From an optimization exercise on the open Yosys and OpenROAD flow, aimed at small area, a short achievable clock period and few clock cycles; shortcuts taken in it are not production practice. At most, simulation tests tie the RTL to the original design; equivalence was not proved. Power figures rest on the tool's default switching activity, not on a simulated workload.

## run A
// gfce_codec
module gfce_codec (
    input  wire       clk,
    input  wire       rst,
    input  wire       tx_req_valid,
    output wire       tx_req_ready,
    input  wire [7:0] tx_req_dest,
    input  wire [7:0] tx_req_cmd,
    input  wire [7:0] tx_req_plen,
    input  wire       tx_pl_valid,
    output wire       tx_pl_ready,
    input  wire [7:0] tx_pl_data,
    output wire       tx_out_valid,
    input  wire       tx_out_ready,
    output wire [7:0] tx_out_data,
    output wire       tx_done,
    output wire [3:0] tx_done_status,
    output wire [7:0] tx_done_inserted,
    input  wire       rx_in_valid,
    output wire       rx_in_ready,
    input  wire [7:0] rx_in_data,
    output wire       rx_pl_valid,
    output wire [7:0] rx_pl_data,
    output wire       rx_done,
    output wire [3:0] rx_status,
    output wire [7:0] rx_dest,
    output wire [7:0] rx_len,
    output wire [7:0] rx_src,
    output wire [7:0] rx_cmd
);
Size: about 610 cells after synthesis, ~120 I/O pins, ~6600 sq um of cells after synthesis.
==> flow/config.mk <==
export PLATFORM = sky130hd
export DESIGN_NAME = gfce_codec
export DESIGN_NICKNAME = gfce_codec
export VERILOG_FILES = /design/flow/design.v
export SDC_FILE = /design/flow/constraint.sdc
export NUM_CORES = 4
export LEC_CHECK = 0
export CAP_MARGIN = 20
export CORE_MARGIN = 2
export CORE_UTILIZATION = 75
export CTS_BUF_LIST = sky130_fd_sc_hd__clkbuf_8
export SETUP_SLACK_MARGIN = 1.8
export SLEW_MARGIN = 20
==> flow/constraint.sdc <==
create_clock -name core_clock -period 4.0 [get_ports {clk}]
set_input_delay 0.8000 -clock core_clock [delete_from_list [all_inputs] [get_ports {clk}]]
set_output_delay 0.8000 -clock core_clock [all_outputs]
set_load 0.01 [all_outputs]
standard.sh (not shown) runs the stock make flow with config.mk's settings and CLKGATE_MAP_FILE= SYNTH_SCRIPT=/design/flow/synth_recipe.tcl, a recipe that flattens the netlist after the stock synthesis.
==> flow/flow/run.sh <==
#!/bin/bash
set -euo pipefail
export BUFFER_PORTS_ARGS="-buffer_cell sky130_fd_sc_hd__buf_1"
bash standard.sh > standard_flow.log 2>&1
Testbench counts of run A, summed over its fixed seeds: cycles 18,293.
Setup changes, run A to run B
Settings: CORE_UTILIZATION: 75 -> 40; PLACE_DENSITY: unset -> 0.85.
--- outcome ---
Measured against run B, the cell count of run A comes out at 0.894 times the reference value.
Going from run A to run B, worst hold-check slack went down by 0.010 ns; delay of the slowest critical-path stage moved down; height of the die increased 35%; wire length on met3 dropped about 34%.
Per the comparison of run B with run A, fmax shows an increase of 0.57%; filler cell count in the final layout now larger; storage element area shows no meaningful change.
The final reports for run B and run A show routed wire length lower in the former.
Run B: width of the die 35% above run A
Relative to run B, the following input files were edited for run C:
Settings: a deleted PLACE_DENSITY that had been 0.85; a change of CORE_UTILIZATION from 40 to 60.
### Flow results
Run C vs. run B: cell area after placement -0.87%; die extent in y -24 um; number of cells on the critical path +1; number of global-route vias before repair -2.3%; fmax +1.7%.
Comparing run C against run B, there is no change at all in number of search-and-repair iterations in the first detailed-routing pass.
Comparing the two runs side by side, run C comes out behind run B on cell area.
Clock share of power (run C over run B): increase, 2.6 points
Edits applied to the flow inputs when going from run C to run D:
Settings: CORE_UTILIZATION: 60 -> 40; CTS_BUF_LIST: sky130_fd_sc_hd__clkbuf_8 -> unset.
[summary]
- Compared with run C, run D degrades total half-perimeter wirelength after legalization and detailed placement.
- Diff run D..run C | initial antenna violation count | unchanged
- The higher reg-to-reg setup timing slack of run C and run D is in run C.
- Summary of run D over run C: placed standard-cell area saw an increase, placeable core area saw an increase, number of nets in the final layout saw a decrease, final global-route overflow total saw little to no change.
- Compared with run C, in run D via count of the first global-routing pass saw an increase, die boundary height saw an increase.
#### Input delta (run E over run D)
Settings: SETUP_SLACK_MARGIN changed from 1.8 to 2.2; CTS_BUF_LIST newly set to sky130_fd_sc_hd__clkbuf_8.
--- outcome ---
Diff run D -> run E | number of fill cells | decrease of 157
Of run D and run E, the higher routed wire length belongs to run E.
Looking at number of clock-tree buffers in the layout, run E sits 1 lower than run D does.
As far as clock transition at the register clock pins on the worst setup and hold paths after CTS is concerned, run D and run E perform about the same.
Looking at global-route usage across run D and run E, the one that comes out higher is run E.
Relative to run D, arrival time of data at the critical path endpoint decreased by 1.13 ns in run E.
Run E vs run D, timing startpoint of the critical path: tx_out_ready vs tx_req_dest[4]
Between run D and run E, the post-place instance area is lower for run D.

red:
gfce_codec, a different RTL version from the one above (not shown whole).
Size in the first run: about 670 cells after synthesis, roughly 160 flip-flops, roughly 120 I/O pins.
Settings: LEC_CHECK=0, CAP_MARGIN=20, CORE_MARGIN=2, CORE_UTILIZATION=40, CTS_BUF_LIST=sky130_fd_sc_hd__clkbuf_8, SETUP_SLACK_MARGIN=2.1, SLEW_MARGIN=20; clock period 4.0 ns.
Scripts as last shown in full above: flow/flow/run.sh
The following lists how blue was set up differently from red:
# red
export LEC_CHECK = 0
export CAP_MARGIN = 20
export CORE_MARGIN = 2
export CORE_UTILIZATION = 40
export CTS_BUF_LIST = sky130_fd_sc_hd__clkbuf_8
export SETUP_SLACK_MARGIN = 2.1
export SLEW_MARGIN = 20
create_clock -name core_clock -period 4.0 [get_ports {clk}]
# blue
export LEC_CHECK = 0
export CAP_MARGIN = 20
export CORE_MARGIN = 2
export CORE_UTILIZATION = 40
export CTS_BUF_LIST = sky130_fd_sc_hd__clkbuf_8
export SETUP_SLACK_MARGIN = 1.8
export SLEW_MARGIN = 20
create_clock -name core_clock -period 4.0 [get_ports {clk}]
### Flow results
- blue vs. red: highest clock frequency the design can meet has decreased; routed wire length decreased about 6%.
- Of blue and red, it is blue that has the higher critical path depth.
- For blue, the busiest metal layer after global routing was met1, unlike red, where it was met2.
- Taking red as the reference, in blue portion of total power attributed to combinational logic dropped 3.0 points, relative area of clock buffers and inverters in the final design climbed 0.42 points, via density per instance dropped about 1.4%, routed wire length on met3 dropped 17%.
- When blue is set beside red, its worst hold slack turns out to be 0.024 ns smaller.
- In summary, blue completed successfully, with a layout that passed the timing, design-rule and antenna checks.
- Taking red as the reference, in blue synthesis-to-layout area growth now sits lower; final area went down by 7.5%; number of global-route vias before repair went down by about 8%.
Function was not checked in any run of this note: the RTL went through the layout flow alone.

[port drivers added, routing unchanged]
How much do the figures lean on ideal ports? The routed layouts below were timed once more, with nothing changed but the port constraints. Step 1 assumes that a clkbuf_16 drives the clock port and a buf_2 every other input. Step 2 adds t to the input delays and takes it off the output delays; t is the mean of the earliest and latest rising clock arrival at the registers after step 1. Input paths then give back, and output paths get back, about the clock's delay inside the block. Three values: ideal ports, drivers, drivers and shift; two values: the first two.
run | t, ns | setup slack, ns | worst hold slack (ns) | slew at the worst register clock pin (ns) | cell pins on the clock port's net
run A | 0.485 | 1.747 / 1.714 / 1.355 | 0.462 / 0.462 / 0.462 | 0.10 / 0.10 | 1
run B | 0.487 | 1.760 / 1.737 / 1.325 | 0.452 / 0.452 / 0.452 | 0.10 / 0.10 | 1
run C | 0.477 | 1.797 / 1.759 / 1.376 | 0.461 / 0.461 / 0.461 | 0.08 / 0.08 | 1
run D | 0.462 | 1.753 / 1.772 / 1.311 | 0.440 / 0.440 / 0.440 | 0.06 / 0.06 | 1
run E | 0.492 | 1.792 / 1.753 / 1.557 | 0.459 / 0.459 / 0.459 | 0.09 / 0.09 | 1
red | 0.498 | 1.952 / 1.911 / 1.567 | 0.409 / 0.409 / 0.409 | 0.09 / 0.09 | 1
blue | 0.500 | 1.847 / 1.833 / 1.365 | 0.385 / 0.385 / 0.385 | 0.09 / 0.09 | 1
After both steps setup and hold are still met in every run listed. For blue, which loses most, drivers alone change the setup slack by -0.014 ns; drivers and shift together by -0.482 ns.
